Background: an optimization exercise with open tools, aiming at small area. Do not read the settings as production practice.
Function was checked by simulation only, so behaviour that the tests miss may differ from the original.

==> inputs of 06-08 <==
==> flow/design.v <==
module kram_core (
    input  wire        clk,
    input  wire        rst,
    input  wire        cmd_valid,
    input  wire [7:0]  cmd_op,
    input  wire [15:0] cmd_a,
    input  wire [15:0] cmd_b,
    output wire        busy,
    output wire [1:0]  result,
    output wire [7:0]  status,
    input  wire [3:0]  csr_addr,
    output reg  [31:0] csr_rdata,
    output wire        bmp_req,
    output wire [15:0] bmp_row,
    output wire [12:0] bmp_col,
    input  wire        bmp_ack,
    input  wire [7:0]  bmp_data,
    input  wire        bus_open_ok,
    output wire        breq,
    input  wire        bgnt,
    input  wire        berr,
    output wire        cs,
    output wire        sclk,
    output wire        sdo
);
    localparam [7:0] OP_INIT     = 8'h01;
    localparam [7:0] OP_ENCODE   = 8'h02;
    localparam [7:0] OP_TRANSMIT = 8'h04;
    localparam [7:0] OP_SHUTDOWN = 8'h05;
    localparam [1:0] R_OK   = 2'd0;
    localparam [1:0] R_GEOM = 2'd1;
    localparam [1:0] R_BUSU = 2'd2;
    localparam [1:0] R_TXF  = 2'd3;
    localparam [1:0] L_UNINIT = 2'd0;
    localparam [1:0] L_READY  = 2'd1;
    localparam [1:0] L_CLOSED = 2'd2;
    localparam [4:0] S_IDLE     = 5'b00000;
    localparam [4:0] S_CHK_REF  = 5'b00001;    
    localparam [4:0] S_CHK_DONE = 5'b00010;    
    localparam [4:0] S_CHK_OPEN = 5'b00011;    
    localparam [4:0] S_CHK_TX   = 5'b00100;    
    localparam [4:0] S_CHK_ENC  = 5'b00101;    
    localparam [4:0] S_CHK_SHUT = 5'b00110;    
    localparam [4:0] S_OPEN     = 5'b00111;
    localparam [4:0] S_SETUP    = 5'b01000;
    localparam [4:0] S_CMDB     = 5'b01001;
    localparam [4:0] S_FLIP     = 5'b01010;
    localparam [4:0] S_CLOSE    = 5'b01011;
    localparam [4:0] S_DONE     = 5'b01100;
    localparam [4:0] S_ACQ      = 5'b11000;
    localparam [4:0] S_CFG      = 5'b11001;
    localparam [4:0] S_CSA      = 5'b11010;
    localparam [4:0] S_REL      = 5'b11011;
    localparam [4:0] S_LOAD     = 5'b11100;
    localparam [4:0] S_FETCH    = 5'b11101;
    localparam [4:0] S_SHIFT    = 5'b11110;
    localparam [4:0] S_CSD      = 5'b11111;
    localparam [1:0] K_CMD  = 2'd0;
    localparam [1:0] K_HDR0 = 2'd1;    
    localparam [1:0] K_HDR1 = 2'd2;    
    localparam [1:0] K_PIX  = 2'd3;
    reg [4:0]  state;
    reg [1:0]  life;
    reg        pol;
    reg [1:0]  res;
    reg [1:0]  pres;         
    reg [12:0] w;            
    reg [15:0] h;
    reg [29:1] flen;         
    reg [15:0] row;
    reg [12:0] col;
    reg [1:0]  kind;
    reg        trl;          
    reg [8:0]  sr;           
    reg [1:0]  ph;           
    reg [12:0] acc_hi;       
    reg [11:0] acc_lo;       
    assign breq    = (state[4:3] == 2'b11);
    wire   own     = breq & (state[2:0] != 3'b000);
    assign cs      = (state[4:2] == 3'b111);
    assign bmp_req = (state == S_FETCH);
    assign busy    = (state != S_IDLE);
    assign result  = res;
    assign status  = {2'b00, own, cs, busy, pol, life};
    assign sclk    = (state == S_SHIFT) & ph[1];
    assign sdo     = (state == S_SHIFT) & sr[8];
    assign bmp_row = row;
    assign bmp_col = col;
    wire cfg = (life != L_UNINIT);
    function [29:0] add30(input [29:0] a, input [29:0] b, input ci);
        integer i;
        reg c;
        begin
            c = ci;
            for (i = 0; i < 30; i = i + 1) begin
                add30[i] = a[i] ^ b[i] ^ c;
                c = (a[i] & b[i]) | (a[i] & c) | (b[i] & c);
            end
        end
    endfunction
    function [15:0] inc16(input [15:0] a);
        integer i;
        reg c;
        begin
            c = 1'b1;
            for (i = 0; i < 16; i = i + 1) begin
                inc16[i] = a[i] ^ c;
                c = a[i] & c;
            end
        end
    endfunction
    wire [29:0] flen_v = {flen, ~(w[0] & h[0])};
    always @(*) begin
        case (csr_addr)
            4'd0:    csr_rdata = {30'd0, life};
            4'd1:    csr_rdata = {24'd0, status};
            4'd2:    csr_rdata = {30'd0, res};
            4'd3:    csr_rdata = cfg ? {16'd0, w, 3'd0} : 32'd0;
            4'd4:    csr_rdata = cfg ? {16'd0, h} : 32'd0;
            4'd5:    csr_rdata = cfg ? {19'd0, w} : 32'd0;
            4'd6:    csr_rdata = cfg ? {2'd0, flen_v} : 32'd0;
            4'd7:    csr_rdata = 32'd8;
            4'd8:    csr_rdata = 32'd2000000;
            4'd9:    csr_rdata = 32'd255;
            default: csr_rdata = 32'd0;
        endcase
    end
    wire geom_ok  = (cmd_a[15:3] != 13'd0) && (cmd_a[2:0] == 3'd0) && (cmd_b != 16'd0);
    wire low_ok   = (cmd_a[2:0] == 3'd0);
    wire ready    = (life == L_READY);
    reg [4:0] chk_state;
    reg [1:0] chk_res;
    always @(*) begin
        chk_state = S_CHK_REF;
        chk_res   = R_GEOM;
        case (cmd_op)
            OP_INIT: begin
                if (ready)             chk_state = S_CHK_REF;
                else if (!geom_ok)     chk_state = S_CHK_DONE;
                else                   chk_state = S_CHK_OPEN;
            end
            OP_ENCODE: begin
                if (!ready)            chk_state = S_CHK_REF;
                else if (!low_ok)      chk_state = S_CHK_DONE;
                else                   chk_state = S_CHK_ENC;
            end
            OP_TRANSMIT: begin
                if (!ready)            chk_state = S_CHK_REF;
                else if (!low_ok)      chk_state = S_CHK_DONE;
                else                   chk_state = S_CHK_TX;
            end
            OP_SHUTDOWN: begin
                if (!ready)            chk_state = S_CHK_REF;
                else                   chk_state = S_CHK_SHUT;
            end
            default: chk_state = S_CHK_REF;
        endcase
    end
    wire row_eq = (row == h);
    wire col_eq = (col == w);
    wire geom_eq = row_eq & col_eq;
    wire        idle = (state == S_IDLE);
    wire [12:0] mlb  = idle ? cmd_a[15:3] : col;
    reg  [3:0]  digit;
    always @(*) begin
        case (state)
            S_IDLE:     digit = cmd_b[3:0];
            S_CHK_OPEN: digit = row[7:4];
            S_OPEN:     digit = row[11:8];
            default:    digit = row[15:12];
        endcase
    end
    wire [17:0] a0 = {5'd0, idle ? 13'd3 : acc_hi};
    wire [17:0] p0 = {5'd0, mlb & {13{digit[0]}}};
    wire [17:0] p1 = {4'd0, mlb & {13{digit[1]}}, 1'b0};
    wire [17:0] p2 = {3'd0, mlb & {13{digit[2]}}, 2'b0};
    wire [17:0] p3 = {2'd0, mlb & {13{digit[3]}}, 3'b0};
    wire [17:0] q  = {13'd0, digit, 1'b0};
    wire [17:0] s1 = p0 ^ p1 ^ p2;
    wire [17:0] c1 = ((p0 & p1) | (p0 & p2) | (p1 & p2)) << 1;
    wire [17:0] s2 = p3 ^ q ^ a0;
    wire [17:0] c2 = ((p3 & q) | (p3 & a0) | (q & a0)) << 1;
    wire [17:0] s3 = s1 ^ c1 ^ s2;
    wire [17:0] c3 = ((s1 & c1) | (s1 & s2) | (c1 & s2)) << 1;
    wire [17:0] s4 = s3 ^ c3 ^ c2;
    wire [17:0] c4 = ((s3 & c3) | (s3 & c2) | (c3 & c2)) << 1;
    wire [29:0] tl  = add30({19'd0, s4[10:0]}, {19'd0, c4[10:0]}, 1'b0);
    wire [29:0] th0 = add30({23'd0, s4[17:11]}, {23'd0, c4[17:11]}, 1'b0);
    wire [29:0] th1 = add30({23'd0, s4[17:11]}, {23'd0, c4[17:11]}, 1'b1);
    wire [17:0] t   = {tl[11] ? th1[6:0] : th0[6:0], tl[10:0]};
    wire [15:0] row_inc  = inc16(row);
    wire [15:0] col_inc16 = inc16({3'd0, col});
    wire [12:0] col_inc  = col_inc16[12:0];
    wire        last_bit = (ph == 2'd3) && (sr[7:0] == 8'h80);
    wire        row_done = (kind == K_PIX) && col_eq;
    wire [7:0]  pix_byte = {bmp_data[0], bmp_data[1], bmp_data[2], bmp_data[3],
                            bmp_data[4], bmp_data[5], bmp_data[6], bmp_data[7]};
    always @(posedge clk) begin
        if (rst) begin
            state   <= S_IDLE;
            life    <= L_UNINIT;
            pol     <= 1'b0;
            res     <= R_OK;
        end else begin
            case (state)
                S_IDLE:     if (cmd_valid) state <= chk_state;
                S_CHK_REF:  state <= S_IDLE;
                S_CHK_DONE: state <= S_DONE;
                S_CHK_ENC:  state <= S_DONE;
                S_CHK_OPEN: state <= S_OPEN;
                S_CHK_TX:   state <= geom_eq ? S_CMDB : S_DONE;
                S_CHK_SHUT: state <= S_CLOSE;
                S_OPEN:     state <= bus_open_ok ? S_SETUP : S_DONE;
                S_SETUP: begin
                    pol   <= 1'b1;
                    life  <= L_READY;
                    state <= S_DONE;
                end
                S_CMDB:     state <= S_FLIP;
                S_FLIP: begin
                    pol   <= ~pol;
                    state <= S_ACQ;
                end
                S_ACQ: begin
                    if (bgnt) begin
                        state <= S_CFG;
                    end else if (col[7:0] == 8'd255) begin
                        state <= S_DONE;
                    end
                end
                S_CFG:      state <= S_CSA;
                S_CSA: begin
                    state <= S_LOAD;
                end
                S_LOAD: begin
                    if (berr)
                        state <= S_CSD;
                    else if (kind == K_PIX && !col_eq) begin
                        state   <= S_FETCH;
                    end else
                        state <= S_SHIFT;
                end
                S_FETCH: begin
                    if (berr) begin
                        state   <= S_CSD;
                    end else if (bmp_ack) begin
                        state   <= S_SHIFT;
                    end
                end
                S_SHIFT: begin
                    if (berr)
                        state <= S_CSD;
                    else if (last_bit)
                        state <= (trl && kind == K_HDR1) ? S_CSD : S_LOAD;
                end
                S_CSD: begin
                    state <= S_REL;
                end
                S_REL: begin
                    state <= S_DONE;
                end
                S_CLOSE: begin
                    life  <= L_CLOSED;
                    state <= S_DONE;
                end
                S_DONE: begin
                    res   <= pres;
                    state <= S_IDLE;
                end
                default: state <= S_IDLE;
            endcase
        end
    end
    always @(posedge clk) begin
        acc_hi <= t[16:4];
        acc_lo <= {t[3:0], acc_lo[11:4]};
        case (state)
            S_IDLE: begin
                row  <= cmd_b;
                col  <= cmd_a[15:3];
                if (cmd_valid) pres <= chk_res;
            end
            S_CHK_ENC: pres <= geom_eq ? R_OK : R_GEOM;
            S_CHK_TX:  pres <= R_GEOM;
            S_OPEN:  if (!bus_open_ok) pres <= R_BUSU;
            S_SETUP: begin
                w    <= col;
                h    <= row;
                flen <= {t, acc_lo[11:1]};
                pres <= R_OK;
            end
            S_FLIP:  col <= 13'd0;
            S_ACQ:   begin
                col <= col_inc;
                if (!bgnt) pres <= R_TXF;
            end
            S_CSA: begin
                pres <= R_OK;
                kind <= K_CMD;
                trl  <= 1'b0;
                row  <= 16'd0;
            end
            S_LOAD: begin
                ph <= 2'd0;
                if (berr) pres <= R_TXF;
                if (row_done) begin
                    kind <= K_HDR0;
                    row  <= row_inc;
                end
                case (kind)
                    K_CMD:   sr <= {6'd0, ~pol, 1'b1, 1'b1};
                    K_HDR1:  sr <= {trl ? 8'd0 : row_inc[7:0], 1'b1};
                    default: sr <= {8'd0, 1'b1};
                endcase
            end
            S_FETCH: begin
                if (berr) pres <= R_TXF;
                else if (bmp_ack) sr <= {pix_byte, 1'b1};
            end
            S_SHIFT: begin
                if (berr) pres <= R_TXF;
                else begin
                    ph <= ph + 2'd1;
                    if (ph == 2'd3) sr <= {sr[7:0], 1'b0};
                    if (last_bit) begin
                        case (kind)
                            K_CMD:  kind <= K_HDR0;
                            K_HDR0: begin kind <= K_HDR1; trl <= row_eq; end
                            K_HDR1: begin kind <= K_PIX; col <= 13'd0; end
                            default: col <= col_inc;
                        endcase
                    end
                end
            end
            S_CLOSE: pres <= R_OK;
            default: ;
        endcase
    end
endmodule
==> flow/flow/run.sh <==
#!/bin/bash
set -euo pipefail
export BUFFER_PORTS_ARGS="-buffer_cell sky130_fd_sc_hd__buf_1"
bash standard.sh > standard_flow.log 2>&1
==> flow/standard.sh <==
#!/bin/bash
# synth_recipe.tcl (not shown) runs the flow's synth.tcl, then flattens the netlist and writes it again
# the make line also repeats each setting of config.mk as NAME=value (left out here)
make -C /OpenROAD-flow-scripts/flow DESIGN_CONFIG=/design/flow/config.mk WORK_HOME=/design/flow/orfs CLKGATE_MAP_FILE= SYNTH_SCRIPT=/design/flow/synth_recipe.tcl "${@:-finish}"
==> flow/config.mk <==
export PLATFORM = sky130hd
export DESIGN_NAME = kram_core
export DESIGN_NICKNAME = kram_core
export VERILOG_FILES = /design/flow/design.v
export SDC_FILE = /design/flow/constraint.sdc
export NUM_CORES = 4
export LEC_CHECK = 0
export CAP_MARGIN = 20
export CORE_MARGIN = 2
export CORE_UTILIZATION = 40
export CTS_BUF_LIST = sky130_fd_sc_hd__clkbuf_8
export PLACE_DENSITY = 0.6
export SLEW_MARGIN = 20
==> flow/constraint.sdc <==
create_clock -name core_clock -period 10.0 [get_ports {clk}]
set_input_delay 2.0000 -clock core_clock [delete_from_list [all_inputs] [get_ports {clk}]]
set_output_delay 2.0000 -clock core_clock [all_outputs]
set_load 0.01 [all_outputs]
==> 07-04 (differences from 06-08) <==
==> flow/design.v, changed modules only <==
module kram_core (
    input  wire        clk,
    input  wire        rst,
    input  wire        cmd_valid,
    input  wire [7:0]  cmd_op,
    input  wire [15:0] cmd_a,
    input  wire [15:0] cmd_b,
    output wire        busy,
    output wire [1:0]  result,
    output wire [7:0]  status,
    input  wire [3:0]  csr_addr,
    output reg  [31:0] csr_rdata,
    output reg         bmp_req,
    output wire [15:0] bmp_row,
    output wire [12:0] bmp_col,
    input  wire        bmp_ack,
    input  wire [7:0]  bmp_data,
    input  wire        bus_open_ok,
    output reg         breq,
    input  wire        bgnt,
    input  wire        berr,
    output reg         cs,
    output wire        sclk,
    output wire        sdo
);
    localparam [7:0] OP_INIT     = 8'h01;
    localparam [7:0] OP_ENCODE   = 8'h02;
    localparam [7:0] OP_TRANSMIT = 8'h04;
    localparam [7:0] OP_SHUTDOWN = 8'h05;
    localparam [1:0] R_OK   = 2'd0;
    localparam [1:0] R_GEOM = 2'd1;
    localparam [1:0] R_BUSU = 2'd2;
    localparam [1:0] R_TXF  = 2'd3;
    localparam [1:0] L_UNINIT = 2'd0;
    localparam [1:0] L_READY  = 2'd1;
    localparam [1:0] L_CLOSED = 2'd2;
    localparam [4:0] S_IDLE     = 5'd0;
    localparam [4:0] S_CHK_REF  = 5'd1;    
    localparam [4:0] S_CHK_DONE = 5'd2;    
    localparam [4:0] S_CHK_OPEN = 5'd3;    
    localparam [4:0] S_CHK_TX   = 5'd4;    
    localparam [4:0] S_CHK_ENC  = 5'd5;    
    localparam [4:0] S_CHK_SHUT = 5'd6;    
    localparam [4:0] S_OPEN     = 5'd7;
    localparam [4:0] S_SETUP    = 5'd8;
    localparam [4:0] S_CMDB     = 5'd9;
    localparam [4:0] S_FLIP     = 5'd10;
    localparam [4:0] S_ACQ      = 5'd11;
    localparam [4:0] S_CFG      = 5'd12;
    localparam [4:0] S_CSA      = 5'd13;
    localparam [4:0] S_LOAD     = 5'd14;
    localparam [4:0] S_FETCH    = 5'd15;
    localparam [4:0] S_SHIFT    = 5'd16;
    localparam [4:0] S_CSD      = 5'd17;
    localparam [4:0] S_REL      = 5'd18;
    localparam [4:0] S_CLOSE    = 5'd19;
    localparam [4:0] S_DONE     = 5'd20;
    localparam [1:0] K_CMD  = 2'd0;
    localparam [1:0] K_HDR0 = 2'd1;    
    localparam [1:0] K_HDR1 = 2'd2;    
    localparam [1:0] K_PIX  = 2'd3;
    reg [4:0]  state;
    reg [1:0]  life;
    reg        pol;
    reg [1:0]  res;
    reg [1:0]  pres;         
    reg        own;
    reg [12:0] w;            
    reg [15:0] h;
    reg [29:1] flen;         
    reg [15:0] row;
    reg [12:0] col;
    reg [1:0]  kind;
    reg        trl;          
    reg [8:0]  sr;           
    reg [1:0]  ph;           
    reg [24:0] acc;          
    assign busy    = (state != S_IDLE);
    assign result  = res;
    assign status  = {2'b00, own, cs, busy, pol, life};
    assign sclk    = (state == S_SHIFT) & ph[1];
    assign sdo     = (state == S_SHIFT) & sr[8];
    assign bmp_row = row;
    assign bmp_col = col;
    wire cfg = (life != L_UNINIT);
    wire [29:0] flen_v = {flen, ~(w[0] & h[0])};
    always @(*) begin
        case (csr_addr)
            4'd0:    csr_rdata = {30'd0, life};
            4'd1:    csr_rdata = {24'd0, status};
            4'd2:    csr_rdata = {30'd0, res};
            4'd3:    csr_rdata = cfg ? {16'd0, w, 3'd0} : 32'd0;
            4'd4:    csr_rdata = cfg ? {16'd0, h} : 32'd0;
            4'd5:    csr_rdata = cfg ? {19'd0, w} : 32'd0;
            4'd6:    csr_rdata = cfg ? {2'd0, flen_v} : 32'd0;
            4'd7:    csr_rdata = 32'd8;
            4'd8:    csr_rdata = 32'd2000000;
            4'd9:    csr_rdata = 32'd255;
            default: csr_rdata = 32'd0;
        endcase
    end
    wire geom_ok  = (cmd_a[15:3] != 13'd0) && (cmd_a[2:0] == 3'd0) && (cmd_b != 16'd0);
    wire low_ok   = (cmd_a[2:0] == 3'd0);
    wire ready    = (life == L_READY);
    reg [4:0] chk_state;
    reg [1:0] chk_res;
    always @(*) begin
        chk_state = S_CHK_REF;
        chk_res   = R_GEOM;
        case (cmd_op)
            OP_INIT: begin
                if (ready)             chk_state = S_CHK_REF;
                else if (!geom_ok)     chk_state = S_CHK_DONE;
                else                   chk_state = S_CHK_OPEN;
            end
            OP_ENCODE: begin
                if (!ready)            chk_state = S_CHK_REF;
                else if (!low_ok)      chk_state = S_CHK_DONE;
                else                   chk_state = S_CHK_ENC;
            end
            OP_TRANSMIT: begin
                if (!ready)            chk_state = S_CHK_REF;
                else if (!low_ok)      chk_state = S_CHK_DONE;
                else                   chk_state = S_CHK_TX;
            end
            OP_SHUTDOWN: begin
                if (!ready)            chk_state = S_CHK_REF;
                else                   chk_state = S_CHK_SHUT;
            end
            default: chk_state = S_CHK_REF;
        endcase
    end
    wire row_eq = (row == h);
    wire col_eq = (col == w);
    wire geom_eq = row_eq & col_eq;
    wire [13:0] m     = {1'b0, col} + 14'd2;
    reg  [4:0]  digit;
    always @(*) begin
        case (state)
            S_CHK_OPEN: digit = {1'b0, m[13:10]};
            S_OPEN:     digit = m[9:5];
            default:    digit = m[4:0];
        endcase
    end
    wire        last_step = (state == S_SETUP);
    wire [29:0] mac = {acc, 3'd0, last_step, last_step} + row * digit;
    wire [15:0] row_inc  = row + 16'd1;
    wire [12:0] col_inc  = col + 13'd1;
    wire        last_bit = (ph == 2'd3) && (sr[7:0] == 8'h80);
    wire        row_done = (kind == K_PIX) && col_eq;
    wire [7:0]  pix_byte = {bmp_data[0], bmp_data[1], bmp_data[2], bmp_data[3],
                            bmp_data[4], bmp_data[5], bmp_data[6], bmp_data[7]};
    always @(posedge clk) begin
        if (rst) begin
            state   <= S_IDLE;
            life    <= L_UNINIT;
            pol     <= 1'b0;
            res     <= R_OK;
            own     <= 1'b0;
            breq    <= 1'b0;
            cs      <= 1'b0;
            bmp_req <= 1'b0;
        end else begin
            case (state)
                S_IDLE:     if (cmd_valid) state <= chk_state;
                S_CHK_REF:  state <= S_IDLE;
                S_CHK_DONE: state <= S_DONE;
                S_CHK_ENC:  state <= S_DONE;
                S_CHK_OPEN: state <= S_OPEN;
                S_CHK_TX:   state <= geom_eq ? S_CMDB : S_DONE;
                S_CHK_SHUT: state <= S_CLOSE;
                S_OPEN:     state <= bus_open_ok ? S_SETUP : S_DONE;
                S_SETUP: begin
                    pol   <= 1'b1;
                    life  <= L_READY;
                    state <= S_DONE;
                end
                S_CMDB:     state <= S_FLIP;
                S_FLIP: begin
                    pol   <= ~pol;
                    breq  <= 1'b1;
                    state <= S_ACQ;
                end
                S_ACQ: begin
                    if (bgnt) begin
                        own   <= 1'b1;
                        state <= S_CFG;
                    end else if (col[7:0] == 8'd255) begin
                        breq  <= 1'b0;
                        state <= S_DONE;
                    end
                end
                S_CFG:      state <= S_CSA;
                S_CSA: begin
                    cs    <= 1'b1;
                    state <= S_LOAD;
                end
                S_LOAD: begin
                    if (berr)
                        state <= S_CSD;
                    else if (kind == K_PIX && !col_eq) begin
                        bmp_req <= 1'b1;
                        state   <= S_FETCH;
                    end else
                        state <= S_SHIFT;
                end
                S_FETCH: begin
                    if (berr) begin
                        bmp_req <= 1'b0;
                        state   <= S_CSD;
                    end else if (bmp_ack) begin
                        bmp_req <= 1'b0;
                        state   <= S_SHIFT;
                    end
                end
                S_SHIFT: begin
                    if (berr)
                        state <= S_CSD;
                    else if (last_bit)
                        state <= (trl && kind == K_HDR1) ? S_CSD : S_LOAD;
                end
                S_CSD: begin
                    cs    <= 1'b0;
                    state <= S_REL;
                end
                S_REL: begin
                    own   <= 1'b0;
                    breq  <= 1'b0;
                    state <= S_DONE;
                end
                S_CLOSE: begin
                    cs    <= 1'b0;
                    own   <= 1'b0;
                    breq  <= 1'b0;
                    life  <= L_CLOSED;
                    state <= S_DONE;
                end
                S_DONE: begin
                    res   <= pres;
                    state <= S_IDLE;
                end
                default: state <= S_IDLE;
            endcase
        end
    end
    always @(posedge clk) begin
        acc <= (state == S_IDLE) ? 25'd0 : mac[24:0];
        case (state)
            S_IDLE: begin
                row  <= cmd_b;
                col  <= cmd_a[15:3];
                if (cmd_valid) pres <= chk_res;
            end
            S_CHK_ENC: pres <= geom_eq ? R_OK : R_GEOM;
            S_CHK_TX:  pres <= R_GEOM;
            S_OPEN:  if (!bus_open_ok) pres <= R_BUSU;
            S_SETUP: begin
                w    <= col;
                h    <= row;
                flen <= mac[29:1];
                pres <= R_OK;
            end
            S_FLIP:  col <= 13'd0;
            S_ACQ:   begin
                col <= col_inc;
                if (!bgnt) pres <= R_TXF;
            end
            S_CSA: begin
                pres <= R_OK;
                kind <= K_CMD;
                trl  <= 1'b0;
                row  <= 16'd0;
            end
            S_LOAD: begin
                ph <= 2'd0;
                if (berr) pres <= R_TXF;
                if (row_done) begin
                    kind <= K_HDR0;
                    row  <= row_inc;
                end
                case (kind)
                    K_CMD:   sr <= {6'd0, ~pol, 1'b1, 1'b1};
                    K_HDR1:  sr <= {trl ? 8'd0 : row_inc[7:0], 1'b1};
                    default: sr <= {8'd0, 1'b1};
                endcase
            end
            S_FETCH: begin
                if (berr) pres <= R_TXF;
                else if (bmp_ack) sr <= {pix_byte, 1'b1};
            end
            S_SHIFT: begin
                if (berr) pres <= R_TXF;
                else begin
                    ph <= ph + 2'd1;
                    if (ph == 2'd3) sr <= {sr[7:0], 1'b0};
                    if (last_bit) begin
                        case (kind)
                            K_CMD:  kind <= K_HDR0;
                            K_HDR0: begin kind <= K_HDR1; trl <= row_eq; end
                            K_HDR1: begin kind <= K_PIX; col <= 13'd0; end
                            default: col <= col_inc;
                        endcase
                    end
                end
            end
            S_CLOSE: pres <= R_OK;
            default: ;
        endcase
    end
endmodule
==> flow/run.sh (new file) <==
#!/bin/bash
# synth_recipe.tcl (not shown) runs the flow's synth.tcl, then flattens the netlist and writes it again
# the make line also repeats each setting of config.mk as NAME=value (left out here)
make -C /OpenROAD-flow-scripts/flow DESIGN_CONFIG=/design/flow/config.mk WORK_HOME=/design/flow/orfs CLKGATE_MAP_FILE= SYNTH_SCRIPT=/design/flow/synth_recipe.tcl finish
- CTS_BUF_LIST: sky130_fd_sc_hd__clkbuf_8 -> unset
removed: flow/flow/run.sh
removed: flow/standard.sh
==> notes.md <==
CP Cell Sequence -> buf_1 -> a222oi_1 -> buf_4 -> nor2_1 -> fa_1 -> fa_1 -> inv_1 -> fa_1 -> inv_1 -> ha_1 -> fa_1 -> fa_1 -> fa_1 -> fa_1 -> fa_1 -> fa_1 -> fa_1 -> fa_1 -> mux2i_1 -> a21oi_1 -> o21bai_1 -> a21oi_1 -> o21bai_1 -> ha_1
critical path capture point type -> flip-flop
HP Start -> acc_lo[7]
post-synth top area share -> 34.68%
CP most frequent cell -> fa_1
outcome -> no timing/DRC/antenna violations
mux share of post-synthesis cell area -> 2.974%
FF-to-FF Start -> state[0]
hold slack -> 0.3470 ns
area of the multi-input gates -> 4666 um^2
# the run above: 06-08

==> notes.md <==
area of the multi-input gates -> 6270 um^2
post-synth top area share -> 28.47%
outcome -> no timing/DRC/antenna violations
FF-to-FF Start -> col[2]
drt pass-1 iters -> 7
mux share of post-synthesis cell area -> 0.9212%
CP Cell Sequence -> clkdlybuf4s50_1 -> nand2b_1 -> nor2_1 -> a221oi_1 -> o21ai_0 -> clkdlybuf4s50_1
hold slack -> 0.4898 ns
HP Start -> pres[0]
critical path capture point type -> output pin
# the run above: 07-04

separate check: timing with driven ports:
The results above use ideal ports. As a check the final layouts listed here were re-extracted and re-timed, cells and wires unchanged. Step 1: set_driving_cell puts a clkbuf_16 on clk and a buf_2 on each other input, an assumption about the parent block. Step 2, shift: input delay + t, output delay - t, t = (earliest + latest rising clock arrival at the registers) / 2. This alone moves slack from input paths to output paths. Three values: no drivers, after step 1, after step 2; two values: the first two.
run	t (ns)	setup slack, ns	worst register clock-pin slew, ns
06-08	0.479	0.845 / 0.861 / 0.382	0.09 / 0.09
07-04	0.464	2.861 / 2.839 / 2.839	0.07 / 0.07
After both steps every run listed still meets setup and hold. The setup slack of 06-08, which loses most, moves by +0.016 ns with the drivers and by -0.463 ns with both steps.
